Background: an optimization exercise with open tools, aiming at small area, a short achievable clock period and few clock cycles per item. Do not read the settings as production practice.
The RTL was checked by simulation tests, not by an equivalence proof against the original design.

## xenon
==> flow/design.v <==
module sm3_compress (
    input  wire         clk,
    input  wire         rst,         
    input  wire         wvalid_i,    
    input  wire [31:0]  wdata_i,
    input  wire         wfinal_i,    
    output wire         wtake_o,     
    output wire         wopen_o,     
    output reg          done_o,      
    output wire [255:0] digest_o     
);
    localparam [255:0] IV = {32'h7380166F, 32'h4914B2B9, 32'h172442D7, 32'hDA8A0600,
                             32'hA96F30BC, 32'h163138AA, 32'hE38DEE4D, 32'hB0FB0E4E};
    localparam [31:0]  T0 = 32'h79CC4519;
    localparam [31:0]  T1 = 32'h7A879D8A;
    localparam [1:0] S_PRE   = 2'd0;     
    localparam [1:0] S_ROUND = 2'd1;
    localparam [1:0] S_FIN   = 2'd2;     
    function [31:0] rotl;
        input [31:0] x;
        input [4:0]  n;
        begin
            rotl = (x << n) | (x >> (6'd32 - {1'b0, n}));
        end
    endfunction
    function [31:0] p0;
        input [31:0] x;
        begin
            p0 = x ^ {x[22:0], x[31:23]} ^ {x[14:0], x[31:15]};
        end
    endfunction
    function [31:0] p1;
        input [31:0] x;
        begin
            p1 = x ^ {x[16:0], x[31:17]} ^ {x[8:0], x[31:9]};
        end
    endfunction
    function [31:0] add32;
        input [31:0] x;
        input [31:0] y;
        reg   [31:0] g, p, gn, pn;
        integer      i, d;
        begin
            g = x & y;
            p = x ^ y;
            for (d = 1; d < 32; d = d * 2) begin
                for (i = 0; i < 32; i = i + 1) begin
                    if (i >= d) begin
                        gn[i] = g[i] | (p[i] & g[i - d]);
                        pn[i] = p[i] & p[i - d];
                    end else begin
                        gn[i] = g[i];
                        pn[i] = p[i];
                    end
                end
                g = gn;
                p = pn;
            end
            add32 = (x ^ y) ^ {g[30:0], 1'b0};
        end
    endfunction
    reg [1:0]   state_q;
    reg [5:0]   round_q;
    reg [2:0]   npre_q;                  
    reg         first_q;                 
    reg         cur_final_q;             
    reg [255:0] v_q;                     
    reg [31:0]  a_q, b_q, c_q, d_q, e_q, f_q, g_q, h_q;
    reg [31:0]  k_q;                     
    reg         early_q;                 
    reg [511:0] w_q;                     
    wire in_round = (state_q == S_ROUND);
    wire in_pre   = (state_q == S_PRE);
    wire in_fin   = (state_q == S_FIN);
    wire need_in  = in_round & (round_q < 6'd11);
    wire opt_in   = (in_round & (round_q == 6'd63)) | in_fin | in_pre;
    wire take     = wvalid_i & (need_in | opt_in);
    wire gen      = in_round & (round_q >= 6'd11) & (round_q < 6'd63);
    wire shift    = take | gen;
    wire go       = in_round & (~need_in | wvalid_i);
    wire start    = in_pre & (npre_q == 3'd4) & wvalid_i;
    assign wtake_o = take;
    assign wopen_o = rst | ~in_round | ~go | (round_q < 6'd10) | (round_q >= 6'd62);
    wire [31:0] w0  = w_q[511:480];
    wire [31:0] w3  = w_q[415:384];
    wire [31:0] w7  = w_q[287:256];
    wire [31:0] w10 = w_q[191:160];
    wire [31:0] w11 = w_q[159:128];      
    wire [31:0] w13 = w_q[95:64];
    wire [31:0] w15 = w_q[31:0];         
    wire [31:0] w_gen = p1(w0 ^ w7 ^ {w13[16:0], w13[31:17]})
                        ^ {w3[24:0], w3[31:25]} ^ w10;
    wire [31:0] w_in  = gen ? w_gen : wdata_i;
    wire        early = early_q;
    wire [31:0] a_r12 = {a_q[19:0], a_q[31:20]};
    wire [31:0] ss_t  = a_r12 + e_q + k_q;
    wire [31:0] ss1   = {ss_t[24:0], ss_t[31:25]};
    wire [31:0] ss2   = ss1 ^ a_r12;
    wire [31:0] ff    = early ? (a_q ^ b_q ^ c_q)
                              : ((a_q & b_q) | (a_q & c_q) | (b_q & c_q));
    wire [31:0] gg    = early ? (e_q ^ f_q ^ g_q)
                              : ((e_q & f_q) | (~e_q & g_q));
    wire [31:0] ffdw  = ff + d_q + (w11 ^ w15);      
    wire [31:0] gghw  = gg + h_q + w11;              
    wire [31:0] tt1   = add32(ffdw, ss2);
    wire [31:0] tt2   = add32(gghw, ss1);
    wire [255:0] v_new = v_q ^ {a_q, b_q, c_q, d_q, e_q, f_q, g_q, h_q};
    assign digest_o = v_q;
    always @(posedge clk) begin
        if (shift)
            w_q <= {w_q[479:0], w_in};
        if (start) begin
            k_q     <= T0;
            early_q <= 1'b1;
        end else if (go) begin
            k_q     <= (round_q == 6'd15) ? rotl(T1, 5'd16) : {k_q[30:0], k_q[31]};
            if (round_q == 6'd15)
                early_q <= 1'b0;
        end
        if (go) begin
            a_q <= tt1;
            b_q <= a_q;
            c_q <= {b_q[22:0], b_q[31:23]};
            d_q <= c_q;
            e_q <= p0(tt2);
            f_q <= e_q;
            g_q <= {f_q[12:0], f_q[31:13]};
            h_q <= g_q;
        end else if (in_pre) begin
            {a_q, b_q, c_q, d_q, e_q, f_q, g_q, h_q} <= v_q;
        end
        if (in_fin)
            v_q <= v_new;
        else if (in_pre & first_q & ~done_o)
            v_q <= IV;
        if (rst) begin
            state_q     <= S_PRE;
            npre_q      <= 3'd0;
            first_q     <= 1'b1;
            cur_final_q <= 1'b0;
            done_o      <= 1'b0;
            round_q     <= 6'd0;
        end else begin
            done_o <= in_fin & cur_final_q;
            case (state_q)
                S_PRE: begin
                    if (start) begin
                        npre_q      <= 3'd0;
                        round_q     <= 6'd0;
                        cur_final_q <= 1'b0;
                        first_q     <= 1'b0;
                        state_q     <= S_ROUND;
                    end else if (take) begin
                        npre_q <= npre_q + 3'd1;
                    end
                end
                S_ROUND: begin
                    if (take & wfinal_i & need_in)
                        cur_final_q <= 1'b1;
                    if (take & ~need_in)
                        npre_q <= npre_q + 3'd1;
                    if (go) begin
                        round_q <= round_q + 6'd1;
                        if (round_q == 6'd63)
                            state_q <= S_FIN;
                    end
                end
                S_FIN: begin
                    if (take)
                        npre_q <= npre_q + 3'd1;
                    first_q <= cur_final_q;
                    state_q <= S_PRE;
                end
                default: state_q <= S_PRE;
            endcase
        end
    end
endmodule
module sm3_stream (
    input  wire         clk,
    input  wire         rst,          
    input  wire         in_valid,
    output reg          in_ready,
    input  wire [31:0]  in_data,      
    input  wire         in_last,
    input  wire [2:0]   in_nbytes,    
    output wire         out_valid,
    output wire [255:0] digest_o
);
    reg         pad_q;        
    reg         need80_q;     
    reg         lenblk_q;     
    reg [3:0]   slot_q;       
    reg [58:0]  words_q;      
    reg [1:0]   resid_q;      
    reg         clr_q;        
    wire        core_take;
    wire        core_open;
    wire [63:0] len_bits = {words_q, resid_q, 3'b000};
    wire        words_inc;      
    wire        nb4 = in_nbytes[2];     
    assign      words_inc = ~in_last | nb4;
    reg  [31:0] last_word;
    always @(*) begin
        case (in_nbytes[1:0])
            2'd0: last_word = 32'h80000000;
            2'd1: last_word = {in_data[31:24], 24'h800000};
            2'd2: last_word = {in_data[31:16], 16'h8000};
            default: last_word = {in_data[31:8], 8'h80};
        endcase
        if (nb4)
            last_word = in_data;
    end
    wire [31:0] pad_word = need80_q ? 32'h80000000 :
                           (lenblk_q & (slot_q == 4'd14)) ? len_bits[63:32] :
                           (lenblk_q & (slot_q == 4'd15)) ? len_bits[31:0] : 32'd0;
    wire        f_valid = pad_q | in_valid;
    wire [31:0] f_data  = pad_q ? pad_word : (in_last ? last_word : in_data);
    wire        f_final = pad_q & lenblk_q & (slot_q == 4'd15);
    wire        pad_n      = core_take ? (pad_q ? ~f_final : in_last) : pad_q;
    sm3_compress u_cf (
        .clk      (clk),
        .rst      (rst),
        .wvalid_i (f_valid),
        .wdata_i  (f_data),
        .wfinal_i (f_final),
        .wtake_o  (core_take),
        .wopen_o  (core_open),
        .done_o   (out_valid),
        .digest_o (digest_o)
    );
    always @(posedge clk) begin
        in_ready <= rst | (~pad_n & core_open);
        if (rst) begin
            pad_q      <= 1'b0;
            need80_q   <= 1'b0;
            lenblk_q   <= 1'b0;
            slot_q     <= 4'd0;
            clr_q      <= 1'b1;
        end else begin
            if (core_take) begin
                slot_q <= slot_q + 4'd1;
                if (!pad_q) begin
                    if (clr_q | words_inc)
                        words_q <= clr_q ? {58'd0, words_inc} : words_q + 59'd1;
                    clr_q   <= 1'b0;
                    if (in_last) begin
                        pad_q    <= 1'b1;
                        need80_q <= nb4;
                        resid_q  <= nb4 ? 2'd0 : in_nbytes[1:0];
                    end
                end else begin
                    need80_q <= 1'b0;
                    if (f_final) begin
                        pad_q <= 1'b0;
                        clr_q <= 1'b1;
                    end
                end
                if (slot_q == 4'd15)
                    lenblk_q <= pad_q ? ~lenblk_q : (in_last & ~nb4);
                else if (pad_q ? need80_q : (in_last & ~nb4))
                    lenblk_q <= (slot_q < 4'd14);
            end
        end
    end
endmodule
==> flow/config.mk <==
export PLATFORM = sky130hd
export DESIGN_NAME = sm3_stream
export DESIGN_NICKNAME = sm3_stream
export VERILOG_FILES = /design/flow/design.v
export SDC_FILE = /design/flow/constraint.sdc
export NUM_CORES = 4
export LEC_CHECK = 0
export CAP_MARGIN = 20
export CORE_MARGIN = 2
export CORE_UTILIZATION = 40
export PLACE_DENSITY = 0.6
export SLEW_MARGIN = 20
==> flow/constraint.sdc <==
create_clock -name core_clock -period 20.0 [get_ports {clk}]
set_input_delay 4.0000 -clock core_clock [delete_from_list [all_inputs] [get_ports {clk}]]
set_output_delay 4.0000 -clock core_clock [all_outputs]
set_load 0.01 [all_outputs]
standard.sh (not shown) runs the stock make flow with config.mk's settings and CLKGATE_MAP_FILE= SYNTH_SCRIPT=/design/flow/synth_recipe.tcl, a recipe that flattens the netlist after the stock synthesis.
==> flow/flow/run.sh <==
#!/bin/bash
# Layout flow: the standard ORFS flow, with four changes.
#  1. Synthesis is ORFS's synthesis script (as synth_recipe.tcl runs it) except
#     that ABC maps the logic with the delay-oriented script flow/abc_delay.script
#     and adders are left to ABC (no full-adder cell mapping, ADDER_MAP_FILE empty).
#     Registers are mapped before ABC, so they are the standard synthesis's.
#  2. The timing repair passes aim for extra setup slack (SETUP_SLACK_MARGIN),
#     working on the worst 5% of the endpoints below it (TNS_END_PERCENT).
#  3. The port buffers are buf_2 cells instead of the default (a delay cell).
#  4. Clock tree synthesis adds no dummy loads and clusters up to 22 sinks per leaf buffer.
# The clock, constraints and every other step are the standard flow's.
set -euo pipefail
W=$(pwd)
SCR=${FLOW_HOME:-/OpenROAD-flow-scripts/flow}/scripts
sed "s#log_cmd abc {\*}\$abc_args#log_cmd abc {*}[lreplace \$abc_args 1 1 $W/flow/abc_delay.script]#" \
    "$SCR/synth.tcl" > "$W/synth_delay.tcl"
grep -q "abc_delay.script" "$W/synth_delay.tcl"
sed "s#\$::env(SCRIPTS_DIR)/synth.tcl#$W/synth_delay.tcl#" "$W/synth_recipe.tcl" > "$W/synth_recipe_delay.tcl"
grep -q "synth_delay.tcl" "$W/synth_recipe_delay.tcl"
bash standard.sh synth SYNTH_SCRIPT="$W/synth_recipe_delay.tcl" ADDER_MAP_FILE= > synth_make.log 2>&1
bash standard.sh finish SETUP_SLACK_MARGIN=14.5 TNS_END_PERCENT=5 \
    "BUFFER_PORTS_ARGS=-buffer_cell sky130_fd_sc_hd__buf_2" \
    "CTS_ARGS=-sink_clustering_enable -repair_clock_nets -dont_use_dummy_load -sink_clustering_size 22 -sink_clustering_max_diameter 100" \
    > layout_make.log 2>&1
==> flow/flow/abc_delay.script <==
strash
dch
map -D 3500
xenon completed end to end with timing, DRC and antenna clean.
Testbench counts of xenon, summed over its fixed seeds: cycles 58,300, bytes 42,033.
Relative to xenon, the following input files were edited for lagoon:
--- a/flow/flow/run.sh
+++ b/flow/flow/run.sh
@@ -19,5 +19,5 @@
 grep -q "synth_delay.tcl" "$W/synth_recipe_delay.tcl"
 bash standard.sh synth SYNTH_SCRIPT="$W/synth_recipe_delay.tcl" ADDER_MAP_FILE= > synth_make.log 2>&1
-bash standard.sh finish SETUP_SLACK_MARGIN=14.5 TNS_END_PERCENT=5 \
+bash standard.sh finish SETUP_SLACK_MARGIN=14.2 TNS_END_PERCENT=5 \
     "BUFFER_PORTS_ARGS=-buffer_cell sky130_fd_sc_hd__buf_2" \
     "CTS_ARGS=-sink_clustering_enable -repair_clock_nets -dont_use_dummy_load -sink_clustering_size 22 -sink_clustering_max_diameter 100" \
==> flow/flow/abc_delay.script <==
strash
dch
map -D 3500
buffer -c
topo
stime -c
upsize -c
dnsize -c
Notes after the runs:
- Lower global-route track usage on met1 goes to lagoon over xenon.
- lagoon vs xenon, launch point of the critical path: in_nbytes[2] vs u_cf.early_q$_SDFFE_PP1P_
- Looking at count of clock-buffer cells in the layout across lagoon and xenon, the one that comes out higher is xenon.
- sky130_fd_sc_hd__dfxtp_4 as the cell with the biggest individual delay on the critical path was reported by xenon, and sky130_fd_sc_hd__nor2_1 by lagoon.
What nickel does differently from lagoon at the input level:
--- a/flow/flow/run.sh
+++ b/flow/flow/run.sh
@@ -19,5 +19,5 @@
 grep -q "synth_delay.tcl" "$W/synth_recipe_delay.tcl"
 bash standard.sh synth SYNTH_SCRIPT="$W/synth_recipe_delay.tcl" ADDER_MAP_FILE= > synth_make.log 2>&1
-bash standard.sh finish SETUP_SLACK_MARGIN=14.2 TNS_END_PERCENT=5 \
+bash standard.sh finish SETUP_SLACK_MARGIN=14.7 TNS_END_PERCENT=0 \
     "BUFFER_PORTS_ARGS=-buffer_cell sky130_fd_sc_hd__buf_2" \
     "CTS_ARGS=-sink_clustering_enable -repair_clock_nets -dont_use_dummy_load -sink_clustering_size 22 -sink_clustering_max_diameter 100" \
Notes after the runs:
- The flow did not stop early for nickel: all stages ran, and the layout cleared the timing, design-rule and antenna checks.
- NOTE: layout-stage area growth over the synthesis result in nickel exceeds that of lagoon
- In the tables for nickel and lagoon, portion of the clock cycle consumed by the worst path in the final layout reads lower with nickel.
- Of the two candidates, lagoon has the worse slack of the worst reg-to-reg path and nickel the better one.
- Taking lagoon as the reference point, the critical path buffer and inverter count of nickel rises by 1.
The inputs of amber differ from those of nickel as listed below.
--- a/flow/flow/run.sh
+++ b/flow/flow/run.sh
@@ -19,5 +19,5 @@
 grep -q "synth_delay.tcl" "$W/synth_recipe_delay.tcl"
 bash standard.sh synth SYNTH_SCRIPT="$W/synth_recipe_delay.tcl" ADDER_MAP_FILE= > synth_make.log 2>&1
-bash standard.sh finish SETUP_SLACK_MARGIN=14.7 TNS_END_PERCENT=0 \
+bash standard.sh finish SETUP_SLACK_MARGIN=14.5 TNS_END_PERCENT=5 \
     "BUFFER_PORTS_ARGS=-buffer_cell sky130_fd_sc_hd__buf_2" \
     "CTS_ARGS=-sink_clustering_enable -repair_clock_nets -dont_use_dummy_load -sink_clustering_size 22 -sink_clustering_max_diameter 100" \
==> flow/flow/abc_delay.script <==
strash
dch
map -D 4500
buffer -c
topo
stime -c
upsize -c
dnsize -c
### Flow results
amber completed; timing, DRC and antenna clean. Comparing nickel and amber, the higher met2 capacity usage during global routing is on amber. In amber, the number of combinational gates with multiple inputs came out 102 below the value in nickel. amber against nickel; number of ordinary and repair buffers in the finished layout is up by more than 10%. On sequential share of layout area, the higher figure sits with nickel, not amber. From amber to nickel, count of state elements after synthesis did not move at all.
The following lists how pepper was set up differently from amber:
==> flow/flow/abc_delay.script <==
strash
dch
map -D 3000
buffer -c
topo
stime -c
upsize -c
dnsize -c
## What came out
- Compared with amber, in pepper global-route usage over all layers higher, sequential share of layout area shrank by 0.65 points, summed negative setup slack over all endpoints level.


Starts from the design.v that is shown in full above.
==> flow/config.mk <==
export PLATFORM = sky130hd
export DESIGN_NAME = sm3_stream
export DESIGN_NICKNAME = sm3_stream
export VERILOG_FILES = /design/flow/design.v
export SDC_FILE = /design/flow/constraint.sdc
export NUM_CORES = 4
export LEC_CHECK = 0
export CAP_MARGIN = 20
export CORE_MARGIN = 2
export CORE_UTILIZATION = 40
export PLACE_DENSITY = 0.6
export SLEW_MARGIN = 20
==> flow/constraint.sdc <==
create_clock -name core_clock -period 20.0 [get_ports {clk}]
set_input_delay 4.0000 -clock core_clock [delete_from_list [all_inputs] [get_ports {clk}]]
set_output_delay 4.0000 -clock core_clock [all_outputs]
set_load 0.01 [all_outputs]
==> flow/flow/run.sh <==
#!/bin/bash
# Layout flow: the standard ORFS flow, with four changes.
#  1. Synthesis is ORFS's synthesis script (as synth_recipe.tcl runs it) except
#     that ABC maps the logic with the delay-oriented script flow/abc_delay.script
#     and adders are left to ABC (no full-adder cell mapping, ADDER_MAP_FILE empty).
#     Registers are mapped before ABC, so they are the standard synthesis's.
#  2. The timing repair passes aim for extra setup slack (SETUP_SLACK_MARGIN),
#     working on the worst 5% of the endpoints below it (TNS_END_PERCENT).
#  3. The port buffers are buf_2 cells instead of the default (a delay cell).
#  5. The core is 55% utilised (placement density 0.65).
#  4. Clock tree synthesis adds no dummy loads and clusters up to 22 sinks per leaf buffer.
# The clock, constraints and every other step are the standard flow's.
set -euo pipefail
W=$(pwd)
SCR=${FLOW_HOME:-/OpenROAD-flow-scripts/flow}/scripts
sed "s#log_cmd abc {\*}\$abc_args#log_cmd abc {*}[lreplace \$abc_args 1 1 $W/flow/abc_delay.script]#" \
    "$SCR/synth.tcl" > "$W/synth_delay.tcl"
grep -q "abc_delay.script" "$W/synth_delay.tcl"
sed "s#\$::env(SCRIPTS_DIR)/synth.tcl#$W/synth_delay.tcl#" "$W/synth_recipe.tcl" > "$W/synth_recipe_delay.tcl"
grep -q "synth_delay.tcl" "$W/synth_recipe_delay.tcl"
bash standard.sh synth SYNTH_SCRIPT="$W/synth_recipe_delay.tcl" ADDER_MAP_FILE= > synth_make.log 2>&1
bash standard.sh finish SETUP_SLACK_MARGIN=14.5 TNS_END_PERCENT=5 CORE_UTILIZATION=55 PLACE_DENSITY=0.65 \
    "BUFFER_PORTS_ARGS=-buffer_cell sky130_fd_sc_hd__buf_2" \
    "CTS_ARGS=-sink_clustering_enable -repair_clock_nets -dont_use_dummy_load -sink_clustering_size 22 -sink_clustering_max_diameter 100" \
    > layout_make.log 2>&1
==> flow/flow/abc_delay.script <==
strash
dch
map -D 3500
buffer -c
topo
stime -c
upsize -c
dnsize -c
The baseline produced a clean layout.
Testbench counts at the start, summed over its fixed seeds: cycles 58,300, bytes 42,033.
Change:
--- a/flow/flow/run.sh
+++ b/flow/flow/run.sh
@@ -8,5 +8,4 @@
 #     working on the worst 5% of the endpoints below it (TNS_END_PERCENT).
 #  3. The port buffers are buf_2 cells instead of the default (a delay cell).
-#  5. The core is 55% utilised (placement density 0.65).
 #  4. Clock tree synthesis adds no dummy loads and clusters up to 22 sinks per leaf buffer.
 # The clock, constraints and every other step are the standard flow's.
@@ -20,5 +19,5 @@
 grep -q "synth_delay.tcl" "$W/synth_recipe_delay.tcl"
 bash standard.sh synth SYNTH_SCRIPT="$W/synth_recipe_delay.tcl" ADDER_MAP_FILE= > synth_make.log 2>&1
-bash standard.sh finish SETUP_SLACK_MARGIN=14.5 TNS_END_PERCENT=5 CORE_UTILIZATION=55 PLACE_DENSITY=0.65 \
+bash standard.sh finish SETUP_SLACK_MARGIN=14.5 TNS_END_PERCENT=0 \
     "BUFFER_PORTS_ARGS=-buffer_cell sky130_fd_sc_hd__buf_2" \
     "CTS_ARGS=-sink_clustering_enable -repair_clock_nets -dont_use_dummy_load -sink_clustering_size 22 -sink_clustering_max_diameter 100" \
After rerunning:
- sequential cell count is unchanged
- final cell count rose by 7.5%
- hold slack got worse by 0.017 ns
Change:
--- a/flow/flow/run.sh
+++ b/flow/flow/run.sh
@@ -8,4 +8,5 @@
 #     working on the worst 5% of the endpoints below it (TNS_END_PERCENT).
 #  3. The port buffers are buf_2 cells instead of the default (a delay cell).
+#  5. Repair aims 10% (not 20%) below the max-capacitance and max-slew limits.
 #  4. Clock tree synthesis adds no dummy loads and clusters up to 22 sinks per leaf buffer.
 # The clock, constraints and every other step are the standard flow's.
@@ -19,5 +20,5 @@
 grep -q "synth_delay.tcl" "$W/synth_recipe_delay.tcl"
 bash standard.sh synth SYNTH_SCRIPT="$W/synth_recipe_delay.tcl" ADDER_MAP_FILE= > synth_make.log 2>&1
-bash standard.sh finish SETUP_SLACK_MARGIN=14.5 TNS_END_PERCENT=0 \
+bash standard.sh finish SETUP_SLACK_MARGIN=14.5 TNS_END_PERCENT=5 CAP_MARGIN=10 SLEW_MARGIN=10 \
     "BUFFER_PORTS_ARGS=-buffer_cell sky130_fd_sc_hd__buf_2" \
     "CTS_ARGS=-sink_clustering_enable -repair_clock_nets -dont_use_dummy_load -sink_clustering_size 22 -sink_clustering_max_diameter 100" \
After rerunning: The new run completed without violations; area after synthesis stays the same; non-clock buffer count goes up by 52; design area goes up by 2.3%.
Change:
--- a/flow/flow/run.sh
+++ b/flow/flow/run.sh
@@ -8,5 +8,4 @@
 #     working on the worst 5% of the endpoints below it (TNS_END_PERCENT).
 #  3. The port buffers are buf_2 cells instead of the default (a delay cell).
-#  5. Repair aims 10% (not 20%) below the max-capacitance and max-slew limits.
 #  4. Clock tree synthesis adds no dummy loads and clusters up to 22 sinks per leaf buffer.
 # The clock, constraints and every other step are the standard flow's.
@@ -20,5 +19,5 @@
 grep -q "synth_delay.tcl" "$W/synth_recipe_delay.tcl"
 bash standard.sh synth SYNTH_SCRIPT="$W/synth_recipe_delay.tcl" ADDER_MAP_FILE= > synth_make.log 2>&1
-bash standard.sh finish SETUP_SLACK_MARGIN=14.5 TNS_END_PERCENT=5 CAP_MARGIN=10 SLEW_MARGIN=10 \
+bash standard.sh finish SETUP_SLACK_MARGIN=13.8 TNS_END_PERCENT=5 \
     "BUFFER_PORTS_ARGS=-buffer_cell sky130_fd_sc_hd__buf_2" \
     "CTS_ARGS=-sink_clustering_enable -repair_clock_nets -dont_use_dummy_load -sink_clustering_size 22 -sink_clustering_max_diameter 100" \
Result:
- hold slack barely changes
- wire length went down by 3.4%
- worst setup slack got worse by 0.58 ns
- cell count went down by 1.9%
- synthesized cell count does not change

## static timing again, ports no longer ideal
The results above use ideal ports. As a check the final layouts listed here were re-extracted and re-timed, cells and wires unchanged.
Step 1 sets driving cells, clkbuf_16 on the clock port and buf_2 on the other inputs (assumed; they add their load-dependent delay and slew).
Step 2 also shifts input and output timing later by t, the mid clock arrival at the registers, as if the neighbouring blocks saw the same clock.
Slacks: ideal ports / drivers / drivers and shift; pairs: ideal ports / drivers.
run	t, ns	setup slack, ns	clock arrival spread, ns	pins driven straight from the clock port
xenon	0.741	14.448 / 14.448 / 13.769	0.080 / 0.080	1
lagoon	0.723	14.166 / 14.210 / 13.487	0.123 / 0.123	1
nickel	0.787	14.441 / 14.413 / 13.705	0.127 / 0.127	1
amber	0.765	14.072 / 14.130 / 13.365	0.142 / 0.142	1
pepper	0.758	14.343 / 14.343 / 13.629	0.094 / 0.094	1
the first run of note 2	0.771	14.308 / 14.368 / 13.597	0.116 / 0.116	1
the second run of note 2	0.792	14.433 / 14.389 / 13.699	0.130 / 0.131	1
the third run of note 2	0.724	14.448 / 14.403 / 13.773	0.124 / 0.124	1
the fourth run of note 2	0.723	13.871 / 13.918 / 13.195	0.124 / 0.124	1
After both steps setup and hold are still met in every run listed. For nickel, which loses most, drivers alone change the setup slack by -0.028 ns; drivers and shift together by -0.736 ns.
